Context: an optimization exercise on an open-source flow, tuned for small area. The choices shown serve that exercise and are no tape-out recipe.
At most, simulation tests tie the RTL to the original design; equivalence was not proved.
Function not checked in runs 3 to 6: the RTL went through the layout flow alone.
Power and IR drop assume default switching activity.

[design/flow/design.v]
module bdi_core #(
  parameter N_CELLS    = 16,
  parameter T_SETTLE   = 4,
  parameter T_ACTION   = 1000,
  parameter T_DEBOUNCE = 4000
) (
  input             clk,
  input             rst,
  input             cmd_valid,
  output            cmd_ready,
  input      [31:0] cmd_word,
  input             btn1_n,
  input             btn2_n,
  output reg        ser,
  output            srclk,
  output            clr_n,
  output            rclk,
  output            oe_n,
  output reg        ind1,
  output reg        ind2,
  output     [2:0]  res,
  output reg [1:0]  ev,
  output            halted,
  output     [2:0]  flt,
  output     [15:0] finfo,
  output     [31:0] fcmd
);
  localparam OP_NOP    = 6'h00, OP_ENC   = 6'h01, OP_DEC    = 6'h02, OP_BSD   = 6'h03,
             OP_LSD    = 6'h04, OP_MAPCLR= 6'h05, OP_MAPU   = 6'h06, OP_MAPD  = 6'h07,
             OP_BUILD  = 6'h08, OP_INIT  = 6'h09, OP_PUSH   = 6'h0A, OP_SAMPLE= 6'h0B,
             OP_IND    = 6'h0C, OP_INDCLR= 6'h0D, OP_WAIT   = 6'h0E, OP_CYCLE = 6'h0F,
             OP_RUN    = 6'h10;
  localparam F_LEN = 3'd1, F_STATE = 3'd2, F_CELL = 3'd3, F_DOT = 3'd4,
             F_NOINIT = 3'd5, F_ILLEGAL = 3'd6;
  localparam S_IDLE   = 4'd0,
             S_EXEC   = 4'd1,
             S_STOP   = 4'd2,    
             S_WAIT   = 4'd3,    
             S_SAMPLE = 4'd4,    
             S_HOLD   = 4'd5,    
             S_COOL   = 4'd6,    
             S_LSTART = 4'd7,    
             S_CLR    = 4'd8,    
             S_REL    = 4'd9,    
             S_SER    = 4'd10,   
             S_HI     = 4'd11,   
             S_LO     = 4'd12,   
             S_LATCH  = 4'd13,   
             S_LDONE  = 4'd14;   
  localparam L_INIT = 3'b000, L_RUNINIT = 3'b001,
             L_PF   = 3'b100, L_POS = 3'b101, L_NEG = 3'b110, L_ZERO = 3'b111;
  reg [3:0]  st;
  reg [11:0] cnt;         
  reg [2:0]  lop;
  reg        run_mode;
  reg        link_init;
  reg [31:0] cmd_q;
  reg [1:0]  res_q;
  reg         f_built;      
  reg [3:0]   s_cell;
  reg [2:0]   s_dot;
  reg [1:0]   s_code;
  reg [191:0] fb;
  reg [191:0] pm_d;       
  reg [15:0] pm_flag;
  reg [7:0]  hi_min;      
  assign halted    = (st == S_STOP);
  assign cmd_ready = (st == S_IDLE);
  assign srclk     = (st == S_HI);
  assign rclk      = (st == S_LATCH);
  assign clr_n     = (st != S_CLR);
  assign oe_n      = ~link_init;
  assign res       = {1'b0, res_q};
  wire [5:0]  op  = cmd_q[31:26];
  wire [7:0]  cel = cmd_q[25:18];
  wire [2:0]  dot = cmd_q[17:15];
  wire [2:0]  tag = cmd_q[2:0];
  wire [11:0] len = cmd_q[11:0];
  reg illegal;
  always @* begin
    case (op)
      OP_NOP, OP_MAPCLR, OP_BUILD, OP_INIT, OP_SAMPLE, OP_INDCLR, OP_CYCLE, OP_RUN:
                       illegal = (cmd_q[25:0] != 0);
      OP_ENC:          illegal = (cmd_q[25:3] != 0);
      OP_DEC, OP_IND:  illegal = (cmd_q[25:2] != 0);
      OP_BSD, OP_LSD:  illegal = (cmd_q[14:3] != 0);
      OP_MAPU:         illegal = (cmd_q[17:3] != 0);
      OP_MAPD:         illegal = 1'b0;
      OP_PUSH:         illegal = (cmd_q[25:12] != 0);
      OP_WAIT:         illegal = (cmd_q[25:2] != 0) || (cmd_q[1:0] == 2'd3);
      default:         illegal = 1'b1;
    endcase
  end
  reg        bld_bad;
  reg [1:0]  bld_v;
  integer c;
  always @* begin
    bld_bad = 1'b0;
    bld_v   = 2'd0;
    for (c = 15; c >= 0; c = c - 1)
      if (pm_flag[c] && pm_d[12*c+2]) begin
        bld_bad = 1'b1;
        bld_v   = pm_d[12*c +: 2];
      end
  end
  wire hi_any = (hi_min[7:4] != 4'd0);
  reg [2:0]  fc;
  reg [15:0] fi;
  always @* begin
    fc = 3'd0;
    fi = 16'd0;
    if (illegal) begin
      fc = F_ILLEGAL; fi = {10'd0, op};
    end else begin
      case (op)
        OP_ENC: if (tag[2]) begin fc = F_STATE; fi = {13'd0, tag}; end
        OP_BSD, OP_LSD: begin
          if (cel[7:4] != 4'd0) begin
            fc = F_CELL; fi = {8'd0, cel};
          end else if ((op == OP_BSD) ? (dot[2] & dot[1]) : (dot == 3'd0 || dot == 3'd7)) begin
            fc = F_DOT; fi = {13'd0, dot};
          end else if (tag[2]) begin
            fc = F_STATE; fi = {13'd0, tag};
          end
        end
        OP_BUILD: begin
          if (bld_bad) begin
            fc = F_STATE; fi = {13'd0, 1'b1, bld_v};
          end else if (hi_any) begin
            fc = F_CELL; fi = {8'd0, hi_min};
          end
        end
        OP_PUSH: begin
          if (len != 12'd192) begin
            fc = F_LEN; fi = {4'd0, len};
          end else if (!link_init) fc = F_NOINIT;
        end
        OP_CYCLE: if (!link_init) fc = F_NOINIT;
        default: ;
      endcase
    end
  end
  wire fault = (fc != 3'd0);
  assign flt   = halted ? fc : 3'd0;
  assign finfo = halted ? fi : 16'd0;
  assign fcmd  = halted ? cmd_q : 32'd0;
  wire exec_ok = (st == S_EXEC) && !fault;
  wire cmd_keep = (st == S_EXEC) || (st == S_STOP);
  wire        is_mapu = (op == OP_MAPU);
  wire [17:0] mt = is_mapu ? {6{tag}} : cmd_q[17:0];
  wire        m_bad = mt[2] | mt[5] | mt[8] | mt[11] | mt[14] | mt[17];
  reg  [1:0]  m_v;        
  always @* begin
    m_v = mt[1:0];
    if      (mt[2])  m_v = mt[1:0];
    else if (mt[5])  m_v = mt[4:3];
    else if (mt[8])  m_v = mt[7:6];
    else if (mt[11]) m_v = mt[10:9];
    else if (mt[14]) m_v = mt[13:12];
    else if (mt[17]) m_v = mt[16:15];
  end
  wire [11:0] m_dat = {mt[16:15], mt[13:12], mt[10:9], mt[7:6], mt[4], mt[3] | m_bad, m_v};
  wire map_wr  = exec_ok && !rst && (op == OP_MAPU || op == OP_MAPD);
  wire map_clr = rst || (exec_ok && op == OP_MAPCLR);
  wire do_build = exec_ok && (op == OP_BUILD);
  wire [11:0] dec = cnt - 12'd1;
  wire        s0  = (cnt[1:0] == 2'd0);
  wire        idx0 = (cnt[9:2] == 8'd0);
  wire        c0  = (cnt == 12'd0);
  wire [11:0] dec_lo = {dec[11:6], (dec[5:3] == 3'd7) ? 3'd5 : dec[5:3], dec[2:0]};
  reg [11:0] cnt_n;
  reg        ser_ld;
  wire [3:0] pc = cnt_n[9:6];
  wire [2:0] pd = cnt_n[5:3];
  wire       po = cnt_n[2];
  reg [11:0] sel_do;
  reg [15:0] sel_c;
  reg [15:0] cbit;
  reg        fbit;
  integer j;
  always @* begin
    for (j = 0; j < 12; j = j + 1) sel_do[j] = ({pd, po} == j);
    for (j = 0; j < 16; j = j + 1) sel_c[j] = (pc == j);
    for (j = 0; j < 16; j = j + 1) cbit[j] = |(fb[12*j +: 12] & sel_do);
    fbit = |(cbit & sel_c);
  end
  wire sbit = (pc == s_cell) && (pd == s_dot) && s_code[po];
  wire pbit = (lop[1:0] == 2'd0) ? (f_built ? fbit : sbit) :
              (lop[1:0] == 2'd1) ? ~po :
              (lop[1:0] == 2'd2) ? po : 1'b0;
  wire [1:0] btn_ev = !btn1_n ? 2'd1 : !btn2_n ? 2'd2 : 2'd0;
  wire [2:0] sd_dot = (op == OP_LSD) ? dot - 3'd1 : dot;
  always @* begin
    cnt_n  = cnt;
    ser_ld = 1'b0;
    case (st)
      S_EXEC:
        if (op == OP_WAIT)
          cnt_n = (cmd_q[1:0] == 2'd0) ? T_SETTLE - 1 :
                  (cmd_q[1:0] == 2'd1) ? T_ACTION - 1 : T_DEBOUNCE - 1;
      S_WAIT, S_HOLD, S_COOL: cnt_n = dec;
      S_LSTART: begin
        cnt_n  = {2'b00, 4'd15, 3'd5, 1'b1, 2'd3};
        ser_ld = lop[2];
      end
      S_CLR, S_REL, S_SER, S_HI, S_LATCH: cnt_n = {cnt[11:2], dec[1:0]};
      S_LO: begin
        cnt_n  = dec_lo;
        ser_ld = s0 && !idx0;
      end
      S_LDONE: cnt_n = (lop == L_ZERO) ? T_DEBOUNCE - 1 : T_ACTION - 1;
      default: ;
    endcase
  end
  always @(posedge clk) begin
    cmd_q <= ({32{cmd_ready}} & cmd_word) | ({32{cmd_keep}} & cmd_q);
    cnt   <= cnt_n;
    if (rst) begin
      st        <= S_IDLE;
      link_init <= 1'b0;
      ser       <= 1'b0;
      res_q     <= 2'd0;
      ev        <= 2'd0;
      ind1      <= 1'b0;
      ind2      <= 1'b0;
      f_built   <= 1'b0;
      s_code    <= 2'd0;
    end else begin
      if (ser_ld) ser <= pbit;
      case (st)
        S_IDLE: if (cmd_valid) st <= S_EXEC;
        S_EXEC: begin
          st <= S_IDLE;
          if (fault) st <= S_STOP;
          else begin
            case (op)
              OP_ENC: res_q <= tag[1:0];
              OP_DEC: res_q <= cmd_q[1:0];
              OP_BSD, OP_LSD: begin
                f_built <= 1'b0;
                s_cell  <= cel[3:0];
                s_dot   <= sd_dot;
                s_code  <= tag[1:0];
              end
              OP_BUILD: f_built <= 1'b1;
              OP_INIT: begin
                lop <= L_INIT;
                st  <= S_LSTART;
              end
              OP_PUSH: begin
                lop <= L_PF;
                st  <= S_LSTART;
              end
              OP_SAMPLE: ev <= btn_ev;
              OP_IND: begin
                if (cmd_q[1]) ind2 <= cmd_q[0];
                else          ind1 <= cmd_q[0];
              end
              OP_INDCLR: begin
                ind1 <= 1'b0;
                ind2 <= 1'b0;
              end
              OP_WAIT: st <= S_WAIT;
              OP_CYCLE: begin
                run_mode <= 1'b0;
                st       <= S_SAMPLE;
              end
              OP_RUN: begin
                run_mode <= 1'b1;
                lop      <= L_RUNINIT;
                st       <= S_LSTART;
              end
              default: ;
            endcase
          end
        end
        S_WAIT: if (c0) st <= S_IDLE;
        S_SAMPLE: begin
          if (!run_mode) ev <= btn_ev;
          if (!btn1_n) begin
            ind1 <= 1'b1;
            lop  <= L_POS;
            st   <= S_LSTART;
          end else if (!btn2_n) begin
            ind2 <= 1'b1;
            lop  <= L_NEG;
            st   <= S_LSTART;
          end else if (!run_mode) st <= S_IDLE;
        end
        S_HOLD: if (c0) begin
          lop <= L_ZERO;
          st  <= S_LSTART;
        end
        S_COOL: if (c0) st <= run_mode ? S_SAMPLE : S_IDLE;
        S_LSTART: begin
          if (!lop[2]) ser <= 1'b0;
          st <= lop[2] ? S_SER : S_CLR;
        end
        S_CLR: if (s0) st <= S_REL;
        S_REL: if (s0) begin
          link_init <= 1'b1;
          st        <= S_LDONE;
        end
        S_SER: if (s0) st <= S_HI;
        S_HI:  if (s0) st <= S_LO;
        S_LO:  if (s0) st <= idx0 ? S_LATCH : S_SER;
        S_LATCH: if (s0) st <= S_LDONE;
        S_LDONE: begin
          case (lop)
            L_RUNINIT: st <= S_SAMPLE;
            L_POS, L_NEG: st <= S_HOLD;
            L_ZERO: begin
              ind1 <= 1'b0;
              ind2 <= 1'b0;
              st   <= S_COOL;
            end
            default: st <= S_IDLE;
          endcase
        end
        default: ;
      endcase
    end
  end
  wire        nbuild = ~do_build;
  reg  [15:0] we_c, nwe_c, ld_c;
  reg  [191:0] pm_d_n;
  reg  [15:0] pm_flag_n;
  reg  [191:0] fb_n;
  integer i;
  always @* begin
    for (i = 0; i < 16; i = i + 1) begin
      we_c[i]  = map_wr && (cel == i);
      nwe_c[i] = ~we_c[i] & ~map_clr;    
      ld_c[i]  = do_build & ~pm_flag[i];
      pm_d_n[12*i +: 12] = ({12{we_c[i]}} & m_dat) | ({12{nwe_c[i]}} & pm_d[12*i +: 12]);
      pm_flag_n[i] = (we_c[i] & m_bad) | (~we_c[i] & pm_flag[i]) | map_clr;
      fb_n[12*i +: 12] = ({12{ld_c[i]}} & pm_d[12*i +: 12]) | ({12{nbuild}} & fb[12*i +: 12]);
    end
  end
  always @(posedge clk) begin
    pm_d    <= pm_d_n;
    pm_flag <= pm_flag_n;
    fb      <= fb_n;
    if (map_clr) hi_min <= 8'd0;
    else if (map_wr && cel[7:4] != 4'd0 && (!hi_any || cel < hi_min)) hi_min <= cel;
  end
endmodule
[design/flow/flow/run.sh]
#!/bin/bash
# Own layout flow: the standard synthesis, then the combinational logic between the
# (unchanged) registers is re-mapped by ABC for area, then the standard layout from the
# floorplan on, with smaller port buffers and a clock tree without dummy loads.
# Each tool's output goes to a log file of its own in the work folder.
set -uo pipefail
W=$(pwd)
F=$W/flow
R=$W/orfs/results/${FLOW_PLATFORM}/bdi_core/base
L=$W/orfs/logs/${FLOW_PLATFORM}/bdi_core/base
LIB=$FLOW_HOME/platforms/${FLOW_PLATFORM}/lib/sky130_fd_sc_hd__tt_025C_1v80.lib
YOSYS=$FLOW_HOME/../tools/install/yosys/bin/yosys
[[ -x $YOSYS ]] || YOSYS=yosys

# 1. standard synthesis
bash standard.sh synth > $W/run_1_synth.log 2>&1 || { echo "standard synth failed"; exit 1; }
cp $R/1_2_yosys.v $W/std_1_2_yosys.v

# 2. re-map the logic between the registers
DONTUSE=$(grep -m1 -o '^abc .*' $L/1_2_yosys.log | grep -o '\-dont_use [A-Za-z0-9_]*' | tr '\n' ' ')
SEQ=$(grep -o '^ *sky130_fd_sc_hd__\(df\|edf\|sdf\|dl\)[a-z0-9_]* ' $W/std_1_2_yosys.v | sort -u | tr -d ' ' | tr '\n' ' ')
cat > $W/remap.ys <<EOC
read_liberty -ignore_miss_func $LIB
blackbox $SEQ
read_verilog $W/std_1_2_yosys.v
hierarchy -top $FLOW_TOP
flatten
rename -hide w:*.*
opt -purge
abc -script $F/area.abc -liberty $LIB $DONTUSE
opt_clean -purge
setundef -zero
hilomap -singleton -hicell sky130_fd_sc_hd__conb_1 HI -locell sky130_fd_sc_hd__conb_1 LO
insbuf -buf sky130_fd_sc_hd__buf_4 A X
splitnets
opt_clean -purge
stat -liberty $LIB
write_verilog -noattr -nohex -nodec $W/remap_1_2_yosys.v
EOC
if timeout 1200 $YOSYS -s $W/remap.ys > $W/run_2_remap.log 2>&1 \
   && python3 $F/check_regs.py $W/std_1_2_yosys.v $W/remap_1_2_yosys.v > $W/run_2_check_regs.log 2>&1; then
  cp $W/remap_1_2_yosys.v $R/1_2_yosys.v
  echo "using the re-mapped netlist"
else
  echo "re-map refused; keeping the standard netlist"
fi
touch $R/1_2_yosys.v

# 3. layout from the floorplan on
CTS_OPTS="-buf_list sky130_fd_sc_hd__clkbuf_8 -sink_clustering_size 20 -sink_clustering_max_diameter 45"
bash standard.sh \
  "BUFFER_PORTS_ARGS=-buffer_cell sky130_fd_sc_hd__buf_1" \
  "CTS_ARGS=-sink_clustering_enable -repair_clock_nets -dont_use_dummy_load ${CTS_OPTS}" \
  finish > $W/run_3_layout.log 2>&1 || { echo "layout failed"; exit 1; }
ls -l $W/out/final.def
[design/flow/flow/area.abc]
&get -n; &st; &deepsyn -T 120; &synch2; &nf -R 1000; &put
[design/flow/flow/check_regs.py]
# Checks that two netlists hold the same registers: same instance names, same cell types.
import re, sys
def regs(path):
    out = {}
    for m in re.finditer(r'^\s*(sky130_fd_sc_hd__(?:df|edf|sdf|dl)\w*)\s+(\S+)\s*\(', open(path).read(), re.M):
        out[m.group(2)] = m.group(1)
    return out
a, b = regs(sys.argv[1]), regs(sys.argv[2])
print(len(a), "registers in", sys.argv[1]); print(len(b), "registers in", sys.argv[2])
if a != b or not a:
    print("registers differ"); sys.exit(1)
print("registers match")
[design/flow/standard.sh]
#!/bin/bash
# synth_recipe.tcl (not shown) runs the flow's synth.tcl, then flattens the netlist and writes it again
# the make line also repeats each setting of config.mk as NAME=value (left out here)
make -C /OpenROAD-flow-scripts/flow DESIGN_CONFIG=/design/flow/config.mk WORK_HOME=/design/flow/orfs CLKGATE_MAP_FILE= SYNTH_SCRIPT=/design/flow/synth_recipe.tcl "${@:-finish}"
[design/flow/config.mk]
export PLATFORM = sky130hd
export DESIGN_NAME = bdi_core
export DESIGN_NICKNAME = bdi_core
export VERILOG_FILES = /design/flow/design.v
export SDC_FILE = /design/flow/constraint.sdc
export NUM_CORES = 4
export LEC_CHECK = 0
export ABC_AREA = 1
export CAP_MARGIN = 20
export CORE_MARGIN = 2
export CORE_UTILIZATION = 40
export CTS_BUF_LIST = sky130_fd_sc_hd__clkbuf_8
export CTS_CLUSTER_DIAMETER = 45
export CTS_CLUSTER_SIZE = 20
export SLEW_MARGIN = 40
[design/flow/constraint.sdc]
create_clock -name core_clock -period 10.0 [get_ports {clk}]
set_input_delay 2.0000 -clock core_clock [delete_from_list [all_inputs] [get_ports {clk}]]
set_output_delay 2.0000 -clock core_clock [all_outputs]
set_load 0.01 [all_outputs]
==> impl_metrics.yaml, run 1 <==
cts:
  ctsHoldBuffers: 0
  cts_setup_buffers: 0
  htree_levels: 2
  cts_root_buf: "clkbuf_8"
  cts_tree: "done"
  cts_made_buffers: 48
  path_clk_slew_ps: 90
  clockBufferDepth: 3
  post_cts_resized: 0
  cts.sinks: 478
  clock_latency_ps: 690
route:
  first_pass_iters: 6
  detailroute.via_count: 15522
  drtIter0Drc: 1418
  totalWireLength_um: 59500
  via_per_inst: 5.88
  drc: 0
  ant_nets: 0
  wl_per_cell_um: 22.5
critical_path:
  end_kind: "flip-flop"
  path_max_fanout: 13
  cp_cell_sequence: "nor2_1, nand3_1, nor2_1, nand2_1, a222oi_1, o221ai_1, nor2_1, nand2_1, nor4_1, and3_1, nand2b_1, or3_1, or2_0, nor2_1, nand2_1, o21ai_0"
  worst_path_max_delay_cell: "nor2_1"
  r2r_slack_ps: 3730
  critical_path.startpoint: "cmd_q[19]"
  r2r.worst_path.cells: 16
  slowest_delay_ps: 710
  crit_type: "flip-flop to flip-flop"
  cpMostUsedCell: "nor2_1"
  reg2reg_to: "pm_d[93]"
  cp.arrival_ps: 6780
  r2r_start: "cmd_q[19]"
  crit_required_ps: 10510
  cp-start-kind: "flip-flop"
job:
  cap_viol_max_count: 0
timing:
  final_hold_viol_count: 0
  max_freq_mhz: 159
  slew_violations: 0
  finalSetupTns_ps: 0
  whs_ps: 378
  setup_viol: 0
  rsz0062_at_grt: "false"
  worst_slew_pin_slew_ps: 899
  skew_ps: 119
  fin_crit_sh_pct: 62.7
  finalWorstSetupSlack_ps: 3730
  slew_headroom_pct: 39.8
  min_period_ps: 6270
die:
  row_count: 77
  dieArea_mm2: 0.0459
  io_pins: 102
  die_w_um: 214
  initial_core_util_pct: 40.3
  die_h_um: 214
  coreArea_mm2: 0.0439
min_path:
  hold_class: "flip-flop to flip-flop"
  hold_start: "pm_d[33]"
  hold_depth: 1
  hold-path-endpoint: "fb[33]"
grt:
  grt_pass1_wl_um: 89400
  antenna_found_initial: 1
  overflow: 0
  grt_max_degree: 106
  grt_pass1_vias: 14705
  grtUsageTotal_pct: 25.1
synth:
  syn-instance-count: 1868
  syn-cell-area_mm2: 0.0177
  ys.warnings.count: 1
  synth.avg_cell_area_um2: 9.47
layout:
  area_growth_pct: 13.5
  drive_above_1_share_pct: 6.44
  num-fill-cells: 4356
  layout_commonest_cell: "dfxtp_1"
  num_antenna_cells: 0
  fin_util_pct: 45.7
  fin_area_mm2: 0.0201
  layout.nets: 2089
  final_cell_mix: "dfxtp_1, nand2_1, a22o_1"
  final_cells: 2642
power:
  cellLeakagePower_nw: 7.19
  peakVddDrop_v: 0.000182
  power.density_mw_per_mm2: 234
  p_total_mw: 4.70
placement:
  placed_cell_area_mm2: 0.0194
  dp_worst_setup_slack_ps: 3840
  place_inst: 2594
  gp_congestion: 0.887
  dp_hpwl_um: 39200
  port_buffers: 96
run_status:
  status: "finished clean"
==> cell type report <==
class / instances / area [um^2] / share of cell area, %
clock buffer: 48 / 661 / 3.29
inverter: 35 / 131 / 0.654
multi-input combinational: 1354 / 8050 / 40.1
sequential: 478 / 9720 / 48.4
tap: 592 / 741 / 3.69
timing repair buffer: 135 / 777 / 3.87
==> report_power, final <==
| group | switching [mW] | internal, mW | total, mW | leakage (nW) |
|---|---|---|---|---|
| sequential | 0.213 | 2.01 | 2.23 | 3.88 |
| clock | 0.633 | 0.426 | 1.06 | 0.345 |
| combinational | 1.03 | 0.384 | 1.41 | 2.97 |
| total | 1.88 | 2.82 | 4.70 | 7.19 |
==> critical path, delay by kind of cell, from the launching register on <==
| family | cells | cell delay [ps] |
|---|---|---|
| and+or+nand+nor | 13 | 4390 |
| AOI/OAI and AO/OA | 3 | 1190 |
| DFF | 1 | 520 |
==> per-layer routing <==
metal	share of wire [%]	GRT usage, %
met5	0.030	0
met3	7.1	3.65
met4	3.9	10.7
met1	44	34.7
met2	45	39.2
==> sequential cells by signal (all words and copies together), names as in the netlist, 2 cells and up <==
name	flops
fb	192
ev	2
pm_flag	16
pm_d	192
cmd_q	32
cnt	12
s_code	2
lop	3
hi_min	8
st	4
s_dot	3
res_q	2
s_cell	4
==> worst max path at each step <==
| stage | endpoint | slack [ps] |
|---|---|---|
| finish | pm_d[93] | 3730 |
| global route | pm_d[93] | 3330 |
| CTS | pm_d[176] | 3790 |
| detailed placement | pm_flag[14] | 3840 |
| global placement | pm_d[171] | 4090 |
| floorplan | fb[0] | 3260 |
==> inputs of run 2 (changes only) <==
==> design/flow/run.sh (new file) <==
#!/bin/bash
# synth_recipe.tcl (not shown) runs the flow's synth.tcl, then flattens the netlist and writes it again
# the make line also repeats each setting of config.mk as NAME=value (left out here)
make -C /OpenROAD-flow-scripts/flow DESIGN_CONFIG=/design/flow/config.mk WORK_HOME=/design/flow/orfs CLKGATE_MAP_FILE= SYNTH_SCRIPT=/design/flow/synth_recipe.tcl finish
removed: design/flow/flow/run.sh
removed: design/flow/flow/area.abc
removed: design/flow/flow/check_regs.py
removed: design/flow/standard.sh
==> run 2 against run 1 <==
Net effect:
- first-iteration DRC count increased by 42%
- clock power rose by 38%
- non-clock buffer count is 16 lower
- wire length is 14% higher
- worst setup slack gained 490 ps
- combinational power is 3% lower
- largest power group unchanged
==> impl_metrics.yaml, run 2 <==
run_status:
  status: "finished clean"
grt:
  grt_pass1_wl_um: 104000
  antenna_found_initial: 2
  globalRouteMet1Util_pct: 34.4
  grt_use_met2_pct: 39.4
  top_usage_layer: "met2"
  grt_pass1_vias: 18123
  grt_max_degree: 85
  grtUsageTotal_pct: 24.9
  use_met3_pct: 4.12
  overflow: 0
critical_path:
  crit_type: "flip-flop to primary output"
  r2r_slack_ps: 5130
  crit_required_ps: 8000
  path_max_fanout: 19
  cp-start-kind: "flip-flop"
  end_kind: "primary output"
  cp.arrival_ps: 3790
placement:
  gp_congestion: 0.953
  port_buffers: 96
  placed_cell_area_mm2: 0.0219
  dp_hpwl_um: 43600
  place_inst: 3435
timing:
  slew_headroom_pct: 43.0
  worst_slew_pin_slew_ps: 854
  final_hold_viol_count: 0
  rsz0062_at_grt: "false"
  slew_violations: 0
  setup_viol: 0
  skew_ps: 48.9
  max_freq_mhz: 173
  min_period_ps: 5790
  finalSetupTns_ps: 0
  fin_crit_sh_pct: 57.9
route:
  drc: 0
  wl_per_cell_um: 19.1
  drtIter0Drc: 2020
  detailroute.via_count: 19112
  ant_nets: 0
  first_pass_iters: 6
  totalWireLength_um: 67600
  via_per_inst: 5.41
cts:
  htree_levels: 2
  cts_tree: "done"
  post_cts_resized: 0
  cts_root_buf: "clkbuf_8"
  cts_setup_buffers: 0
  ctsHoldBuffers: 0
  path_clk_slew_ps: 70
  cts.sinks: 478
  clockBufferDepth: 3
  cts_made_buffers: 52
  clock_latency_ps: 690
power:
  p_switching_mw: 1.99
  sw_frac_of_total_pct: 40.5
  seqPwrFrac_pct: 42.4
  clkPwrFrac_pct: 29.7
  internal_power_mw: 2.92
  power.density_mw_per_mm2: 212
  cellLeakagePower_nw: 9.30
  peakVddDrop_v: 0.000135
  p_comb_share_pct: 27.9
synth:
  async_reset_ff_share_pct: 0
  synth_most_common_cell: "nand2_1"
  synth_top_area_share_pct: 44.8
  synth.avg_cell_area_um2: 7.45
  synth_top_area_cell: "dfxtp_1"
  seq_area_frac_synth_pct: 47.0
  ys_seq_elements: 478
  synth_area_leaders: "dfxtp_1, nand2_1, o21ai_0, inv_1, o22ai_1"
  synth_edf_count: 15
  synth_common_cells: "nand2_1, dfxtp_1, inv_1, o21ai_0, o22ai_1"
  ys_dominant_reg_cell: "dfxtp_1"
  ys.warnings.count: 1
  syn-cell-area_mm2: 0.0207
  syn-instance-count: 2777
  ys_types: 54
layout:
  area_growth_pct: 11.9
  final_cell_mix: "nand2_1, dfxtp_1, inv_1"
  num-fill-cells: 5171
  layout_commonest_cell: "nand2_1"
  final_cells: 3534
  reg_top3: "fb (192), pm_d (192), cmd_q (32)"
  fin_area_mm2: 0.0231
  fin_util_pct: 45.2
  layout.nets: 2857
  drive_above_1_share_pct: 6.94
min_path:
  hold_class: "flip-flop to flip-flop"
die:
  coreArea_mm2: 0.0512
  row_count: 83
  initial_core_util_pct: 40.4
  dieArea_mm2: 0.0535
  die_h_um: 231
  io_pins: 102
  die_w_um: 231
job:
  cap_viol_max_count: 0
-- run 2: final timing paths --
kind	cells after the start	to	startpoint
setup / recovery	15	finfo[2]	cmd_q[28]
hold / removal	2	ind2	ind2
setup reg to reg	21	ser	cmd_q[27]
hold reg to reg	2	ind2	ind2
-- run 2: area by class of cell --
type	instances	area (um^2)	area share, %
Timing Repair Buffer	119	1140	4.95
Tap cell	680	851	3.68
Multi-Input combinational cell	1772	8760	37.9
Antenna cell	2	5.00	0.0216
Clock buffer	55	757	3.27
Clock inverter	42	442	1.91
Sequential cell	478	9720	42.0
Inverter	386	1460	6.29
-- run 2: cell families after synthesis --
| group | after synthesis | synth area share, % |
|---|---|---|
| other | 1 | 0.0181 |
| and+or+nand+nor | 1093 | 22.6 |
| AOI/OAI and AO/OA | 655 | 18.3 |
| adders and majority gates | 11 | 0.666 |
| DFF | 478 | 47.0 |
| xor gates and xnor gates | 8 | 0.339 |
| buffers and inverters | 531 | 11.0 |
-- run 2: critical path, stage by stage, from the launching register on --
cell and delay (ps):
dfxtp_1 400, inv_1 110, nor2_1 250, inv_1 90
nor2_1 120, inv_2 80, nor2_2 460, inv_1 170
nor2_1 120, nor2_1 60, nand3_1 80, nor2_1 60
nand2_2 200, inv_2 130, a41oi_1 210, clkdlybuf4s50_1 580
-- run 2: through the flow --
step                setup slack [ps]  total power, mW  hold WS, ps
CTS                             4210             4.92          454
detailed placement              4980             3.47          444
global placement                5110             3.45          438
global route                    3970             5.11          470
finish                          4210             4.91          454
floorplan                       6030             2.86          429
-- run 2: power groups by stage --
stage	combinational, mW	clock (mW)	sequential (mW)
2_1_floorplan	0.780	0	2.08
3_3_place_gp	1.33	0	2.12
3_5_place_dp	1.35	0	2.12
4_1_cts	1.35	1.49	2.08
5_1_grt	1.46	1.56	2.09
6_report	1.37	1.46	2.08
-- run 2: metal layers --
metal / part of all wire (%) / wire length [um] / vias up
met5: 0 / 0 / -
met4: 3.0 / 2030 / 0
met3: 6.5 / 4410 / 130
met2: 45 / 30500 / 661
met1: 45 / 30600 / 9091
li1: - / - / 9230
==> inputs of run 3 (changes only) <==
--- a/design/flow/design.v
+++ b/design/flow/design.v
@@ -63,3 +63,3 @@
   reg [191:0] fb;
-  reg [191:0] pm_d;       
+  reg [11:0] pm_dat [0:15];
   reg [15:0] pm_flag;
@@ -100,5 +100,5 @@
     for (c = 15; c >= 0; c = c - 1)
-      if (pm_flag[c] && pm_d[12*c+2]) begin
+      if (pm_flag[c] && !pm_dat[c][2]) begin
         bld_bad = 1'b1;
-        bld_v   = pm_d[12*c +: 2];
+        bld_v   = pm_dat[c][1:0];
       end
@@ -147,3 +147,2 @@
   wire exec_ok = (st == S_EXEC) && !fault;
-  wire cmd_keep = (st == S_EXEC) || (st == S_STOP);
   wire        is_mapu = (op == OP_MAPU);
@@ -161,4 +160,4 @@
   end
-  wire [11:0] m_dat = {mt[16:15], mt[13:12], mt[10:9], mt[7:6], mt[4], mt[3] | m_bad, m_v};
-  wire map_wr  = exec_ok && !rst && (op == OP_MAPU || op == OP_MAPD);
+  wire [11:0] m_dat = {mt[16:15], mt[13:12], mt[10:9], mt[7:6], mt[4], mt[3] & ~m_bad, m_v};
+  wire map_wr  = exec_ok && (op == OP_MAPU || op == OP_MAPD);
   wire map_clr = rst || (exec_ok && op == OP_MAPCLR);
@@ -215,3 +214,3 @@
   always @(posedge clk) begin
-    cmd_q <= ({32{cmd_ready}} & cmd_word) | ({32{cmd_keep}} & cmd_q);
+    cmd_q <= ({32{cmd_ready}} & cmd_word) | ({32{~cmd_ready}} & cmd_q);
     cnt   <= cnt_n;
@@ -325,3 +324,3 @@
   reg  [15:0] we_c, nwe_c, ld_c;
-  reg  [191:0] pm_d_n;
+  reg  [11:0] pm_dat_n [0:15];
   reg  [15:0] pm_flag_n;
@@ -332,7 +331,8 @@
       we_c[i]  = map_wr && (cel == i);
-      nwe_c[i] = ~we_c[i] & ~map_clr;    
+      nwe_c[i] = ~we_c[i];
       ld_c[i]  = do_build & ~pm_flag[i];
-      pm_d_n[12*i +: 12] = ({12{we_c[i]}} & m_dat) | ({12{nwe_c[i]}} & pm_d[12*i +: 12]);
-      pm_flag_n[i] = (we_c[i] & m_bad) | (~we_c[i] & pm_flag[i]) | map_clr;
-      fb_n[12*i +: 12] = ({12{ld_c[i]}} & pm_d[12*i +: 12]) | ({12{nbuild}} & fb[12*i +: 12]);
+      pm_dat_n[i]  = ({12{we_c[i]}} & m_dat) | ({12{nwe_c[i]}} & pm_dat[i]);
+      pm_dat_n[i][2] = pm_dat_n[i][2] | map_clr;
+      pm_flag_n[i] = (we_c[i] & m_bad) | (nwe_c[i] & pm_flag[i]) | map_clr;
+      fb_n[12*i +: 12] = ({12{ld_c[i]}} & pm_dat[i]) | ({12{nbuild}} & fb[12*i +: 12]);
     end
@@ -340,3 +340,3 @@
   always @(posedge clk) begin
-    pm_d    <= pm_d_n;
+    for (i = 0; i < 16; i = i + 1) pm_dat[i] <= pm_dat_n[i];
     pm_flag <= pm_flag_n;
--- a/design/flow/config.mk
+++ b/design/flow/config.mk
@@ -11,5 +11,3 @@
 export CORE_UTILIZATION = 40
-export CTS_BUF_LIST = sky130_fd_sc_hd__clkbuf_8
-export CTS_CLUSTER_DIAMETER = 45
-export CTS_CLUSTER_SIZE = 20
+export CTS_BUF_LIST = sky130_fd_sc_hd__clkbuf_4
 export SLEW_MARGIN = 40
==> run 3 against run 2 <==
Net effect:
- critical path type unchanged
- sequential power rose by 11%
- die area increased by 1.0%
- cell count fell by 2.5%
- clock skew is 25 ps higher
- maximum frequency down 8.6%
- combinational power is 9% lower
- clock power rose by 17%
- critical path depth up 8
- utilization up 2.0 points
- still clean on timing, DRC and antenna
- total power rose by 7.2%
- critical endpoint is now finfo[1]
- flip-flop and latch count stayed put
==> impl_metrics.yaml, run 3 <==
grt:
  grtUsageTotal_pct: 24.2
  grt_pass1_vias: 17211
  overflow: 0
  antenna_found_initial: 3
  grt_pass1_wl_um: 99700
  grt_max_degree: 83
cts:
  post_cts_resized: 0
  cts_root_buf: "clkbuf_4"
  clockBufferDepth: 3
  cts.sinks: 478
  path_clk_slew_ps: 70
  htree_levels: 3
  cts_setup_buffers: 0
  cts_tree: "done"
  clock_latency_ps: 880
  cts_made_buffers: 119
  ctsHoldBuffers: 0
synth:
  synth_top_area_share_pct: 32.0
  synth.avg_cell_area_um2: 8.31
  synth-xor-area-share_pct: 0.461
  synth_most_common_cell: "nand2_1"
  ys_seq_elements: 478
  synth_top_area_cell: "edfxtp_1"
  seq_area_frac_synth_pct: 56.5
  ys_types: 61
  async_reset_ff_share_pct: 0
  synth_top_family_by_area: "simple AND/OR/NAND/NOR gates"
  synth_common_cells: "nand2_1, nand3_1, dfxtp_1, edfxtp_1, nor2_1"
  ys.warnings.count: 3
  synth_simple_gate_area_share_pct: 28.6
  synth-compound-area-share_pct: 7.09
  syn-cell-area_mm2: 0.0209
  muxShareOfSynthArea_pct: 0.150
  synth_edf_count: 223
  synth_area_leaders: "edfxtp_1, dfxtp_1, nand2_1, nand3_1, nor2_1"
  synth-adder-area-share_pct: 0.659
  syn-instance-count: 2515
  ys_dominant_reg_cell: "dfxtp_1"
die:
  die_h_um: 233
  die_w_um: 233
  initial_core_util_pct: 40.6
  row_count: 83
  coreArea_mm2: 0.0515
  dieArea_mm2: 0.0541
  io_pins: 102
layout:
  final_cells: 3447
  final_cell_mix: "nand2_1, nand3_1, dfxtp_1"
  area_growth_pct: 16.3
  fin_util_pct: 47.2
  drive_above_1_share_pct: 11.0
  layout.nets: 2711
  layout_commonest_cell: "nand2_1"
route:
  via_per_inst: 5.26
  first_pass_iters: 9
  drtIter0Drc: 1822
  ant_nets: 0
  drc: 0
  wl_per_cell_um: 19.0
  detailroute.via_count: 18125
  totalWireLength_um: 65300
critical_path:
  path_max_fanout: 13
  crit_type: "flip-flop to primary output"
  worst_path_max_delay_cell: "clkdlybuf4s50_1"
  r2r.worst_path.cells: 17
  reg2reg_to: "fb[132]"
  cp_num_buf_inv: 3
  crit_end: "finfo[1]"
  slowest_delay_ps: 530
  cpMostUsedCell: "nand2_1"
  r2r_slack_ps: 4540
  cp_cell_sequence: "inv_1, nor2_1, a31oi_1, o22ai_1, a21oi_1, o21ai_0, nand2_1, nand2_1, nand2_1, nand2_1, nand2_1, nand2_1, nand2_1, nand2_1, nand2_1, nand2_1, nand2_1, nand2_1, nand2_1, nand3_1, nand2_1, inv_1, clkdlybuf4s50_1"
  cp-start-kind: "flip-flop"
  cp.arrival_ps: 4330
  end_kind: "primary output"
  crit_required_ps: 8000
  critical_path.startpoint: "pm_flag[15]"
  worst-path-stages: 23
  cp_top_family: "simple AND/OR/NAND/NOR gates"
power:
  cellLeakagePower_nw: 10.6
  peakVddDrop_v: 0.000132
  p_total_mw: 5.26
  power.density_mw_per_mm2: 217
timing:
  fin_crit_sh_pct: 63.3
  finalSetupTns_ps: 0
  rsz0062_at_grt: "false"
  slew_headroom_pct: 43.1
  worst_slew_pin_slew_ps: 853
  slew_violations: 0
  max_freq_mhz: 158
  min_period_ps: 6330
  final_hold_viol_count: 0
  skew_ps: 74.1
  setup_viol: 0
run_status:
  status: "finished clean"
placement:
  place_inst: 3222
  gp_congestion: 0.940
  port_buffers: 96
  dp_hpwl_um: 42300
job:
  cap_viol_max_count: 0
min_path:
  hold_class: "flip-flop to flip-flop"
==> run 3: logic make-up after synthesis <==
| group | Yosys count |
|---|---|
| compound gates | 265 |
| xor+xnor | 11 |
| fa+ha+maj | 11 |
| buf+inv | 336 |
| flops | 478 |
| mux | 3 |
| other cells | 1 |
| simple gates | 1410 |
==> run 3: layout make-up <==
class,instances,area (um^2)
timing repair buffer,126,1240
fill,5038,27200
tap,680,851
sequential,478,11800
antenna,1,2.50
multi-input combinational,1705,7890
inverter,233,878
clock buffer,189,1420
clock inverter,35,219
==> run 3: worst min-delay path, cell delays in order (launching register included) <==
cell      delay, ps
edfxtp_1        320
nand3_1          70
nand2_1          50
==> run 3: worst min path at each step <==
stage	from	to	slack (ps)	cells past startpoint
floorplan	fb[101]	fb[101]	430	2
global placement	fb[142]	fb[142]	440	2
detailed placement	fb[155]	fb[155]	440	2
CTS	flip-flop	fb[52]	430	2
global route	fb[31]	fb[31]	460	2
finish	flip-flop	fb[52]	420	2
==> run 3: per-stage QoR <==
step	setup WS (ps)	hold WS, ps	cell area (um^2)
CTS	3720	426	24300
detailed placement	4680	439	22600
global placement	4430	436	22500
global route	3380	463	24300
floorplan	5840	426	20900
finish	3670	425	24300
==> run 3: power breakdown <==
part | switching, mW | total (mW) | internal [mW]
Combinational | 0.974 | 1.25 | 0.279
Sequential | 0.0899 | 2.30 | 2.21
Clock | 0.802 | 1.71 | 0.912
==> run 3: layer usage <==
metal  vias to the layer above  global-route usage (%)  wire length [um]
met5                         -                       0                 0
met4                         0                    9.71              1940
met3                       129                    4.84              5540
met2                       824                    37.6             29200
met1                      8470                    33.0             28700
li1                       8702                       -                 -
==> inputs of run 4 (changes only) <==
--- a/design/flow/config.mk
+++ b/design/flow/config.mk
@@ -11,3 +11,5 @@
 export CORE_UTILIZATION = 40
-export CTS_BUF_LIST = sky130_fd_sc_hd__clkbuf_4
+export CTS_BUF_LIST = sky130_fd_sc_hd__clkbuf_8
+export CTS_CLUSTER_DIAMETER = 45
+export CTS_CLUSTER_SIZE = 20
 export SLEW_MARGIN = 40
==> run 4 against run 3 <==
Net effect:
- cell count is 3.5% lower
- sequential share of layout area is 0.59 points higher
- die area stayed put
- total power is 2.3% lower
- still clean on timing, DRC and antenna
- wire length is 0.85% lower
- first-iteration DRC count is 2.0% lower
- sequential power hardly changed
- synthesized cell count stayed put
==> impl_metrics.yaml, run 4 <==
run_status:
  status: "finished clean"
layout:
  num-fill-cells: 5026
  area_growth_pct: 14.9
  drive_above_1_share_pct: 7.90
  layout_commonest_cell: "nand2_1"
  final_cell_mix: "nand2_1, nand3_1, dfxtp_1"
  fin_util_pct: 46.6
  num_antenna_cells: 0
  layout.nets: 2647
timing:
  slew_violations: 0
  rsz0062_at_grt: "false"
  skew_ps: 58.3
  final_hold_viol_count: 0
  slew_headroom_pct: 42.3
  max_freq_mhz: 163
  setup_viol: 0
  worst_slew_pin_slew_ps: 865
  finalSetupTns_ps: 0
  min_period_ps: 6150
  fin_crit_sh_pct: 61.5
grt:
  antenna_found_initial: 2
  grt_max_degree: 83
  overflow: 0
  grt_pass1_wl_um: 98700
  grt_pass1_vias: 16633
  grtUsageTotal_pct: 23.9
placement:
  gp_congestion: 0.940
  port_buffers: 96
  dp_hpwl_um: 42300
power:
  peakVddDrop_v: 0.000126
  cellLeakagePower_nw: 10.3
  power.density_mw_per_mm2: 214
critical_path:
  cp.arrival_ps: 4150
  end_kind: "primary output"
  worst-path-stages: 23
  cp_top_family: "simple AND/OR/NAND/NOR gates"
  cp-start-kind: "flip-flop"
  cp_cell_sequence: "inv_1, nor2_1, a31oi_1, o22ai_1, a21oi_1, o21ai_0, nand2_1, nand2_1, nand2_1, nand2_1, nand2_1, nand2_1, nand2_1, nand2_1, nand2_1, nand2_1, nand2_1, nand2_1, nand2_1, nand3_1, nand2_1, inv_1, clkdlybuf4s50_1"
  slowest_delay_ps: 530
  crit_required_ps: 8000
  worst_path_max_delay_cell: "clkdlybuf4s50_1"
  path_max_fanout: 13
  crit_type: "flip-flop to primary output"
  critical_path.startpoint: "pm_flag[15]"
  crit_end: "finfo[1]"
  r2r.worst_path.cells: 17
  r2r_slack_ps: 4550
  cp_num_buf_inv: 3
  reg2reg_to: "fb[145]"
  cpMostUsedCell: "nand2_1"
synth:
  synth_edf_count: 223
  muxShareOfSynthArea_pct: 0.150
  synth_simple_gate_area_share_pct: 28.6
  synth_most_common_cell: "nand2_1"
  synth_top_area_cell: "edfxtp_1"
  synth_area_leaders: "edfxtp_1, dfxtp_1, nand2_1, nand3_1, nor2_1"
  ys.warnings.count: 3
  synth-adder-area-share_pct: 0.659
  ys_seq_elements: 478
  synth_common_cells: "nand2_1, nand3_1, dfxtp_1, edfxtp_1, nor2_1"
  synth_top_family_by_area: "simple AND/OR/NAND/NOR gates"
  synth-compound-area-share_pct: 7.09
  seq_area_frac_synth_pct: 56.5
  ys_dominant_reg_cell: "dfxtp_1"
  synth_top_area_share_pct: 32.0
  ys_types: 61
  synth-xor-area-share_pct: 0.461
  async_reset_ff_share_pct: 0
  syn-cell-area_mm2: 0.0209
  synth.avg_cell_area_um2: 8.31
  syn-instance-count: 2515
route:
  wl_per_cell_um: 19.5
  drc: 0
  ant_nets: 0
  drtIter0Drc: 1786
  totalWireLength_um: 64800
  detailroute.via_count: 17601
  via_per_inst: 5.29
  first_pass_iters: 6
die:
  die_w_um: 233
  row_count: 83
  die_h_um: 233
  io_pins: 102
  coreArea_mm2: 0.0515
  dieArea_mm2: 0.0541
  initial_core_util_pct: 40.6
cts:
  cts_tree: "done"
  clockBufferDepth: 3
  clock_latency_ps: 720
  post_cts_resized: 0
  path_clk_slew_ps: 100
  ctsHoldBuffers: 0
  cts_setup_buffers: 0
  cts_made_buffers: 55
  cts.sinks: 478
  cts_root_buf: "clkbuf_8"
  htree_levels: 2
min_path:
  hold_class: "flip-flop to flip-flop"
job:
  cap_viol_max_count: 0
run 4: cell count changes in the layout (fill, tap and decap cells not counted), moves of 4 or more:
cell      before  now
clkinv_4       0    4
clkbuf_8       0   57
inv_6          1   10
inv_8          0    5
clkbuf_4     189    0
inv_12         0    7
clkinv_1      28    1
run 4: worst min path at each step:
stage                    from  depth (start not counted)  slack, ps  endpoint
finish                 fb[66]                          2        450    fb[66]
global route          fb[100]                          2        470   fb[100]
CTS                 flip-flop                          2        450    fb[19]
detailed placement    fb[155]                          2        440   fb[155]
global placement      fb[142]                          2        440   fb[142]
floorplan             fb[101]                          2        430   fb[101]
run 4: through the flow:
step | hold WS [ps] | worst slack [ps] | instance area, um^2 | instances | power, mW
global placement | 436 | 4430 | 22500 | 3219 | 3.52
global route | 468 | 3560 | 24000 | 3326 | 5.33
detailed placement | 439 | 4680 | 22600 | 3222 | 3.57
CTS | 445 | 3930 | 24000 | 3326 | 5.15
floorplan | 426 | 5840 | 20900 | 2519 | 2.94
finish | 455 | 3850 | 24000 | 3326 | 5.14
run 4: report_power, final:
group | internal (mW) | total, mW | switching [mW]
Combinational | 0.279 | 1.25 | 0.971
Clock | 0.715 | 1.60 | 0.881
Sequential | 2.21 | 2.30 | 0.0904
Total | 3.20 | 5.14 | 1.94
run 4: per-layer routing:
layer / share of wire, % / GRT usage, % / wire length, um / vias to the layer above
met5: 0 / 0 / 0 / -
met4: 3.4 / 8.14 / 2220 / 0
met3: 7.6 / 4.33 / 4950 / 136
met2: 45 / 37.3 / 28900 / 720
met1: 44 / 33.3 / 28700 / 8262
li1: - / - / - / 8483
run 4: kinds of logic after synthesis:
group / count (synthesis)
and+or+nand+nor: 1410
buffers and inverters: 336
DFF: 478
other: 1
muxes: 3
adders and majority gates: 11
AOI/OAI and AO/OA: 265
xor gates and xnor gates: 11
run 4: worst min-delay path: cells and delay by family, from the launching register on:
family	cells	cell delay, ps
DFF	1	320
and+or+nand+nor	2	100
run 4: layout make-up:
| cell class | instances | area (um^2) | area share (%) |
|---|---|---|---|
| inverter | 233 | 878 | 3.66 |
| tap | 680 | 851 | 3.54 |
| clock inverter | 47 | 566 | 2.36 |
| multi-input combinational | 1705 | 7890 | 32.8 |
| sequential | 478 | 11800 | 49.2 |
| clock buffer | 57 | 785 | 3.27 |
| timing repair buffer | 126 | 1240 | 5.17 |
==> inputs of run 5 (changes only) <==
--- a/design/flow/config.mk
+++ b/design/flow/config.mk
@@ -11,5 +11,5 @@
 export CORE_UTILIZATION = 40
-export CTS_BUF_LIST = sky130_fd_sc_hd__clkbuf_8
-export CTS_CLUSTER_DIAMETER = 45
-export CTS_CLUSTER_SIZE = 20
+export CTS_BUF_LIST = sky130_fd_sc_hd__clkbuf_16
+export CTS_CLUSTER_DIAMETER = 60
+export CTS_CLUSTER_SIZE = 30
 export SLEW_MARGIN = 40
==> run 5 against run 4 <==
Net effect:
- still clean on timing, DRC and antenna
- wire length decreased by 0.45%
- cell count decreased by 1.0%
- register-to-register slack about the same
- maximum frequency increased by 2.2%
- worst setup slack improved by 130 ps
- global-route usage decreased by 0.13 points
==> impl_metrics.yaml, run 5 <==
run_status:
  status: "finished clean"
critical_path:
  r2r_slack_ps: 4540
  crit_type: "flip-flop to primary output"
  end_kind: "primary output"
  cp.arrival_ps: 4020
  crit_required_ps: 8000
  worst_path_max_delay_cell: "clkdlybuf4s50_1"
  cp_cell_sequence: "nor2_4, nand3_1, nor2_1, clkinv_1, nor2_1, o41ai_1, nand2_2, inv_2, o21ai_0, a41oi_1, clkdlybuf4s50_1"
  path_max_fanout: 10
  slowest_delay_ps: 540
  cpMostUsedCell: "nor2_1"
  cp-start-kind: "flip-flop"
power:
  power.density_mw_per_mm2: 216
  cellLeakagePower_nw: 10.3
  peakVddDrop_v: 0.000131
timing:
  finalSetupTns_ps: 0
  worst_slew_pin_slew_ps: 861
  slew_headroom_pct: 42.6
  setup_viol: 0
  whs_ps: 454
  skew_ps: 40.7
  final_hold_viol_count: 0
  rsz0062_at_grt: "false"
  max_freq_mhz: 166
  fin_crit_sh_pct: 60.2
  min_period_ps: 6020
  slew_violations: 0
synth:
  ys.warnings.count: 3
  synth_edf_count: 223
  seq_area_frac_synth_pct: 56.5
  syn-instance-count: 2515
  syn-cell-area_mm2: 0.0209
  synth_common_cells: "nand2_1, nand3_1, dfxtp_1, edfxtp_1, nor2_1"
  synth.avg_cell_area_um2: 8.31
  ys_dominant_reg_cell: "dfxtp_1"
  ys_seq_elements: 478
  synth_top_area_share_pct: 32.0
  synth_area_leaders: "edfxtp_1, dfxtp_1, nand2_1, nand3_1, nor2_1"
  async_reset_ff_share_pct: 0
  synth_most_common_cell: "nand2_1"
  ys_types: 61
  synth_top_area_cell: "edfxtp_1"
route:
  wl_per_cell_um: 19.6
  detailroute.via_count: 17595
  totalWireLength_um: 64500
  first_pass_iters: 6
  drtIter0Drc: 1804
  drc: 0
  via_per_inst: 5.34
  ant_nets: 0
grt:
  grtUsageTotal_pct: 23.7
  grt_pass1_vias: 16439
  grt_max_degree: 83
  antenna_found_initial: 1
  grt_pass1_wl_um: 98000
  overflow: 0
die:
  io_pins: 102
  die_w_um: 233
  initial_core_util_pct: 40.6
  dieArea_mm2: 0.0541
  die_h_um: 233
  row_count: 83
  coreArea_mm2: 0.0515
layout:
  num_antenna_cells: 0
  layout_commonest_cell: "nand2_1"
  area_growth_pct: 15.1
  drive_above_1_share_pct: 6.70
  layout.nets: 2630
  final_cell_mix: "nand2_1, nand3_1, dfxtp_1"
cts:
  path_clk_slew_ps: 70
  cts_root_buf: "clkbuf_16"
  cts_tree: "done"
  htree_levels: 2
  clock_latency_ps: 600
  cts.sinks: 478
  clockBufferDepth: 3
  cts_made_buffers: 38
  post_cts_resized: 0
  cts_setup_buffers: 0
  ctsHoldBuffers: 0
min_path:
  hold_class: "flip-flop to flip-flop"
job:
  cap_viol_max_count: 0
placement:
  dp_hpwl_um: 42300
  port_buffers: 96
  gp_congestion: 0.940
[run 5: cell counts after synthesis]
Identical to the previous run, type by type.
[run 5: worst max-delay path: cells and delay by family (launching register included)]
kind	cells	cell delay [ps]
and+or+nand+nor	5	1310
DFF	1	480
AOI/OAI and AO/OA	3	510
buffers and inverters	3	1150
[run 5: per-stage QoR]
stage	cells	utilization [%]	instance area (um^2)	total power, mW	setup slack, ps
2_1_floorplan	2519	-	20900	2.94	5840
3_3_place_gp	3219	43.7	22500	3.52	4430
3_5_place_dp	3222	44.0	22600	3.57	4680
4_1_cts	3292	46.7	24000	5.22	4060
5_1_grt	3292	46.7	24000	5.39	3710
6_report	3292	46.7	24000	5.21	3980
[run 5: area by class of cell]
cell class	instances	area (um^2)
timing repair buffer	126	1240
multi-input combinational	1705	7890
clock buffer	39	976
sequential	478	11800
tap	680	851
inverter	233	878
clock inverter	31	415
fill	4988	27500
[run 5: cells by family (layout without fill, tap and decap cells)]
kind of cell	count (synthesis)	after routing	synth area share, %
AOI/OAI and AO/OA	265	265	7.09
xor gates and xnor gates	11	11	0.461
adders and majority gates	11	11	0.659
buffers and inverters	336	429	6.50
DFF	478	478	56.5
muxes	3	3	0.150
other	1	5	0.0179
and+or+nand+nor	1410	1410	28.6
[run 5: worst paths after layout]
check / startpoint / endpoint / cells past startpoint
worst max register to register: flip-flop / fb[120] / 17
worst min-delay path: fb[6] / fb[6] / 2
worst min register to register: fb[6] / fb[6] / 2
worst max-delay path: flip-flop / finfo[2] / 11
[run 5: where the power goes]
| part | total, mW | switching (mW) | internal (mW) |
|---|---|---|---|
| clock | 1.66 | 0.832 | 0.828 |
| sequential | 2.30 | 0.0913 | 2.21 |
| combinational | 1.25 | 0.970 | 0.279 |
[run 5: per-layer routing]
| layer | share of wire, % | global-route usage, % |
|---|---|---|
| met1 | 45 | 33.3 |
| met2 | 44 | 36.9 |
| met3 | 7.6 | 4.17 |
| met4 | 3.3 | 8.34 |
| met5 | 0 | 0 |
==> inputs of run 6 (changes only) <==
--- a/design/flow/design.v
+++ b/design/flow/design.v
@@ -169,24 +169,24 @@
   wire [11:0] dec_lo = {dec[11:6], (dec[5:3] == 3'd7) ? 3'd5 : dec[5:3], dec[2:0]};
-  reg [11:0] cnt_n;
-  reg        ser_ld;
-  wire [3:0] pc = cnt_n[9:6];
-  wire [2:0] pd = cnt_n[5:3];
-  wire       po = cnt_n[2];
-  reg [11:0] sel_do;
-  reg [15:0] sel_c;
-  reg [15:0] cbit;
-  reg        fbit;
-  integer j;
-  always @* begin
-    for (j = 0; j < 12; j = j + 1) sel_do[j] = ({pd, po} == j);
-    for (j = 0; j < 16; j = j + 1) sel_c[j] = (pc == j);
-    for (j = 0; j < 16; j = j + 1) cbit[j] = |(fb[12*j +: 12] & sel_do);
-    fbit = |(cbit & sel_c);
-  end
-  wire sbit = (pc == s_cell) && (pd == s_dot) && s_code[po];
-  wire pbit = (lop[1:0] == 2'd0) ? (f_built ? fbit : sbit) :
-              (lop[1:0] == 2'd1) ? ~po :
-              (lop[1:0] == 2'd2) ? po : 1'b0;
+  function pbit;
+    input [2:0] src;
+    input [3:0] pc;
+    input [2:0] pd;
+    input       po;
+    reg   [11:0] cellbits;
+    reg   [1:0]  dotbits;
+    begin
+      cellbits = fb[12*pc +: 12];
+      dotbits  = cellbits[2*pd +: 2];
+      case (src[1:0])
+        2'd0: pbit = f_built ? dotbits[po] : ((pc == s_cell) && (pd == s_dot) && s_code[po]);
+        2'd1: pbit = ~po;
+        2'd2: pbit = po;
+        default: pbit = 1'b0;
+      endcase
+    end
+  endfunction
   wire [1:0] btn_ev = !btn1_n ? 2'd1 : !btn2_n ? 2'd2 : 2'd0;
   wire [2:0] sd_dot = (op == OP_LSD) ? dot - 3'd1 : dot;
+  reg [11:0] cnt_n;
+  reg        ser_ld;
   always @* begin
@@ -214,3 +214,3 @@
   always @(posedge clk) begin
-    cmd_q <= ({32{cmd_ready}} & cmd_word) | ({32{~cmd_ready}} & cmd_q);
+    cmd_q <= (st == S_IDLE) ? cmd_word : cmd_q;
     cnt   <= cnt_n;
@@ -227,3 +227,3 @@
     end else begin
-      if (ser_ld) ser <= pbit;
+      if (ser_ld) ser <= pbit(lop, cnt_n[9:6], cnt_n[5:3], cnt_n[2]);
       case (st)
@@ -322,23 +322,14 @@
   end
-  wire        nbuild = ~do_build;
-  reg  [15:0] we_c, nwe_c, ld_c;
-  reg  [11:0] pm_dat_n [0:15];
-  reg  [15:0] pm_flag_n;
-  reg  [191:0] fb_n;
   integer i;
-  always @* begin
+  always @(posedge clk) begin
     for (i = 0; i < 16; i = i + 1) begin
-      we_c[i]  = map_wr && (cel == i);
-      nwe_c[i] = ~we_c[i];
-      ld_c[i]  = do_build & ~pm_flag[i];
-      pm_dat_n[i]  = ({12{we_c[i]}} & m_dat) | ({12{nwe_c[i]}} & pm_dat[i]);
-      pm_dat_n[i][2] = pm_dat_n[i][2] | map_clr;
-      pm_flag_n[i] = (we_c[i] & m_bad) | (nwe_c[i] & pm_flag[i]) | map_clr;
-      fb_n[12*i +: 12] = ({12{ld_c[i]}} & pm_dat[i]) | ({12{nbuild}} & fb[12*i +: 12]);
+      if (map_clr) begin
+        pm_flag[i]   <= 1'b1;
+        pm_dat[i][2] <= 1'b1;
+      end else if (map_wr && cel == i) begin
+        pm_flag[i] <= m_bad;
+        pm_dat[i]  <= m_dat;
+      end
+      if (do_build) fb[12*i +: 12] <= pm_flag[i] ? 12'd0 : pm_dat[i];
     end
-  end
-  always @(posedge clk) begin
-    for (i = 0; i < 16; i = i + 1) pm_dat[i] <= pm_dat_n[i];
-    pm_flag <= pm_flag_n;
-    fb      <= fb_n;
     if (map_clr) hi_min <= 8'd0;
==> design/flow/config.mk (replaced) <==
export PLATFORM = sky130hd
export DESIGN_NAME = bdi_core
export DESIGN_NICKNAME = bdi_core
export VERILOG_FILES = /design/flow/design.v
export SDC_FILE = /design/flow/constraint.sdc
export NUM_CORES = 4
export LEC_CHECK = 0
export CAP_MARGIN = 20
export CORE_MARGIN = 2
export CORE_UTILIZATION = 40
export SLEW_MARGIN = 40
==> run 6 against run 5 <==
Net effect:
- still clean
- wire length is 1.5% lower
- clock power is about 10% higher
- utilization hardly changed
- first-iteration DRC count is 8.2% lower
- via count is 14% lower
==> impl_metrics.yaml, run 6 <==
placement:
  gp_congestion: 0.923
  port_buffers: 96
  dp_hpwl_um: 41800
synth:
  ys.warnings.count: 2
  syn-cell-area_mm2: 0.0217
  synth_common_cells: "edfxtp_1, nor2b_1, nand2_1, nor2_1, a21oi_1"
  synth_top_area_cell: "edfxtp_1"
  synth_top_area_share_pct: 57.4
  synth_edf_count: 415
  synth_area_leaders: "edfxtp_1, nor2b_1, dfxtp_1, nand2_1, nor2_1"
  syn-instance-count: 1819
  async_reset_ff_share_pct: 0
  ys_dominant_reg_cell: "edfxtp_1"
  synth_most_common_cell: "edfxtp_1"
  synth.avg_cell_area_um2: 11.9
  ys_types: 87
  ys_seq_elements: 478
  seq_area_frac_synth_pct: 63.3
timing:
  whs_ps: 493
  min_period_ps: 6460
  slew_headroom_pct: 41.7
  final_hold_viol_count: 0
  worst_slew_pin_slew_ps: 853
  finalSetupTns_ps: 0
  setup_viol: 0
  max_freq_mhz: 155
  fin_crit_sh_pct: 64.6
  skew_ps: 38.0
  rsz0062_at_grt: "false"
  slew_violations: 0
power:
  peakVddDrop_v: 0.000137
  cellLeakagePower_nw: 8.02
  power.density_mw_per_mm2: 240
run_status:
  status: "finished clean"
critical_path:
  cp_num_buf_inv: 1
  cp.arrival_ps: 4460
  end_kind: "primary output"
  cp-start-kind: "flip-flop"
  cpMostUsedCell: "a311oi_1"
  cp_cell_sequence: "nor2b_1, nand2_1, a311oi_1, a211oi_1, o31ai_1, nand3_1, a311o_1, a311oi_1, o221ai_1, a31oi_1, o221a_2, clkdlybuf4s50_1"
  slowest_delay_ps: 690
  crit_type: "flip-flop to primary output"
  worst_path_max_delay_cell: "dfxtp_1"
  crit_required_ps: 8000
  cp_top_family: "compound AO/OA/AOI/OAI gates"
  path_max_fanout: 15
cts:
  cts_root_buf: "clkbuf_16"
  cts_setup_buffers: 0
  ctsHoldBuffers: 0
  htree_levels: 2
  cts_tree: "done"
  cts_made_buffers: 51
  clock_latency_ps: 610
  clockBufferDepth: 3
  cts.sinks: 478
  path_clk_slew_ps: 60
  post_cts_resized: 0
route:
  via_per_inst: 5.73
  detailroute.via_count: 15095
  drtIter0Drc: 1656
  ant_nets: 0
  wl_per_cell_um: 24.1
  totalWireLength_um: 63500
  first_pass_iters: 6
  drc: 0
layout:
  layout.nets: 1943
  final_cell_mix: "edfxtp_1, nor2b_1, nand2_1"
  drive_above_1_share_pct: 9.03
  num-fill-cells: 4781
  area_growth_pct: 15.5
  reg_top3: "fb (192), pm_dat (192), cmd_q (32)"
  layout_commonest_cell: "edfxtp_1"
job:
  cap_viol_max_count: 0
grt:
  grt_max_degree: 101
  grt_pass1_vias: 14451
  antenna_found_initial: 3
  overflow: 0
  grt_pass1_wl_um: 94400
  grtUsageTotal_pct: 22.6
die:
  dieArea_mm2: 0.0561
  io_pins: 102
  initial_core_util_pct: 40.4
  die_w_um: 237
  die_h_um: 237
  row_count: 85
  coreArea_mm2: 0.0537
min_path:
  hold_class: "flip-flop to flip-flop"
[run 6: cell types whose count changed after synthesis, sizes merged, moves of 23 or more]
cell and change:
a21o +26, and2 +33, dfxtp -192, edfxtp +192, inv -191, mux2i +40
nand2 -604, nand2b +23, nand3 -207, nand4 -43, nor2 -115, nor2b +210
o21ai -88
[run 6: path summary, 6_finish.rpt]
kind | start | end | slack [ps] | cells after the start
worst max-delay path | pm_flag[14] | finfo[1] | 3540 | 12
worst min-delay path | pm_dat[3][2] | pm_dat[3][2] | 490 | 2
worst max register to register | st[1] | ser | 4680 | 11
worst min register to register | pm_dat[3][2] | pm_dat[3][2] | 490 | 2
[run 6: kinds of logic (layout without fill, tap and decap cells)]
family	after synthesis	count (layout)	share of synthesized area [%]
other	1	7	0.0173
XOR/XNOR	12	12	0.484
AO/OA/AOI/OAI	329	329	10.3
multiplexers	53	53	3.08
adder cells (fa/ha/maj)	12	12	0.681
flip-flops	478	478	63.3
AND/OR/NAND/NOR	783	783	19.1
buffers and inverters	151	265	3.06
[run 6: layout make-up]
| type | instances | area [um^2] | share of cell area (%) |
|---|---|---|---|
| Sequential cell | 478 | 13700 | 54.8 |
| Multi-Input combinational cell | 1194 | 7440 | 29.7 |
| Clock buffer | 62 | 1350 | 5.38 |
| Timing Repair Buffer | 127 | 1230 | 4.89 |
| Tap cell | 696 | 871 | 3.47 |
| Clock inverter | 33 | 284 | 1.13 |
| Inverter | 43 | 161 | 0.644 |
| Antenna cell | 2 | 5.00 | 0.0200 |
[run 6: where the power goes]
part	total, mW	internal [mW]	leakage (nW)	switching (mW)
sequential	2.61	2.40	3.87	0.201
combinational	1.58	0.493	3.37	1.08
clock	1.83	1.04	0.781	0.792
total	6.02	3.94	8.02	2.08
[run 6: metrics by stage]
stage / cell area [um^2] / instances / worst slack (ps) / utilization (%) / power, mW
after floorplan: 21700 / 1823 / 2190 / - / 3.50
final: 25100 / 2635 / 3540 / 46.7 / 6.02
after CTS: 25100 / 2633 / 3540 / 46.7 / 6.02
after global routing: 25100 / 2633 / 3340 / 46.7 / 6.25
after detailed placement: 23400 / 2538 / 4190 / 43.6 / 4.19
after global placement: 23300 / 2537 / 4260 / 43.5 / 4.18
[run 6: tightest hold or removal path: stages (launching register included)]
cell     delay (ps)
dfxtp_1         320
nand2_1          60
nand3_1          60
[run 6: per-layer routing]
| metal | wire length (um) | track usage (%) | vias to the layer above | share of wire [%] |
|---|---|---|---|---|
| met5 | 0 | 0 | - | 0 |
| met3 | 4500 | 2.67 | 104 | 7.1 |
| met1 | 27700 | 32.1 | 7483 | 44 |
| li1 | - | - | 6846 | - |
| met2 | 29500 | 35.9 | 662 | 47 |
| met4 | 1780 | 7.83 | 0 | 2.8 |

afterwards: timing with drivers on the ports:
How much do the figures lean on ideal ports? The routed layouts below were timed once more, with nothing changed but the port constraints.
Step 1, drivers: a clkbuf_16 drives clk and a buf_2 each remaining input, both assumed.
Step 2 also shifts input and output timing later by t, the mid clock arrival at the registers, as if the neighbouring blocks saw the same clock.
a / b / c = no drivers / after step 1 / after step 2; a / b = the first two.
| run | shift t [ns] | setup slack, ns | worst setup path after step 2 | slew at the worst register clock pin (ns) | worst slew at a driven data input, ns |
|---|---|---|---|---|---|
| run 1 | 0.690 | 3.726 / 3.713 / 3.726 | register to register | 0.10 / 0.10 | 0.05 |
| run 2 | 0.719 | 4.212 / 4.158 / 4.877 | register to output | 0.12 / 0.12 | 0.08 |
| run 3 | 0.903 | 3.667 / 3.611 / 4.515 | register to output | 0.07 / 0.07 | 0.05 |
| run 4 | 0.745 | 3.847 / 3.791 / 4.536 | register to output | 0.11 / 0.11 | 0.05 |
| run 5 | 0.645 | 3.978 / 3.915 / 4.542 | register to register | 0.10 / 0.10 | 0.05 |
| run 6 | 0.647 | 3.544 / 3.488 / 4.135 | register to output | 0.06 / 0.06 | 0.06 |
After both steps setup and hold are still met in every run listed.
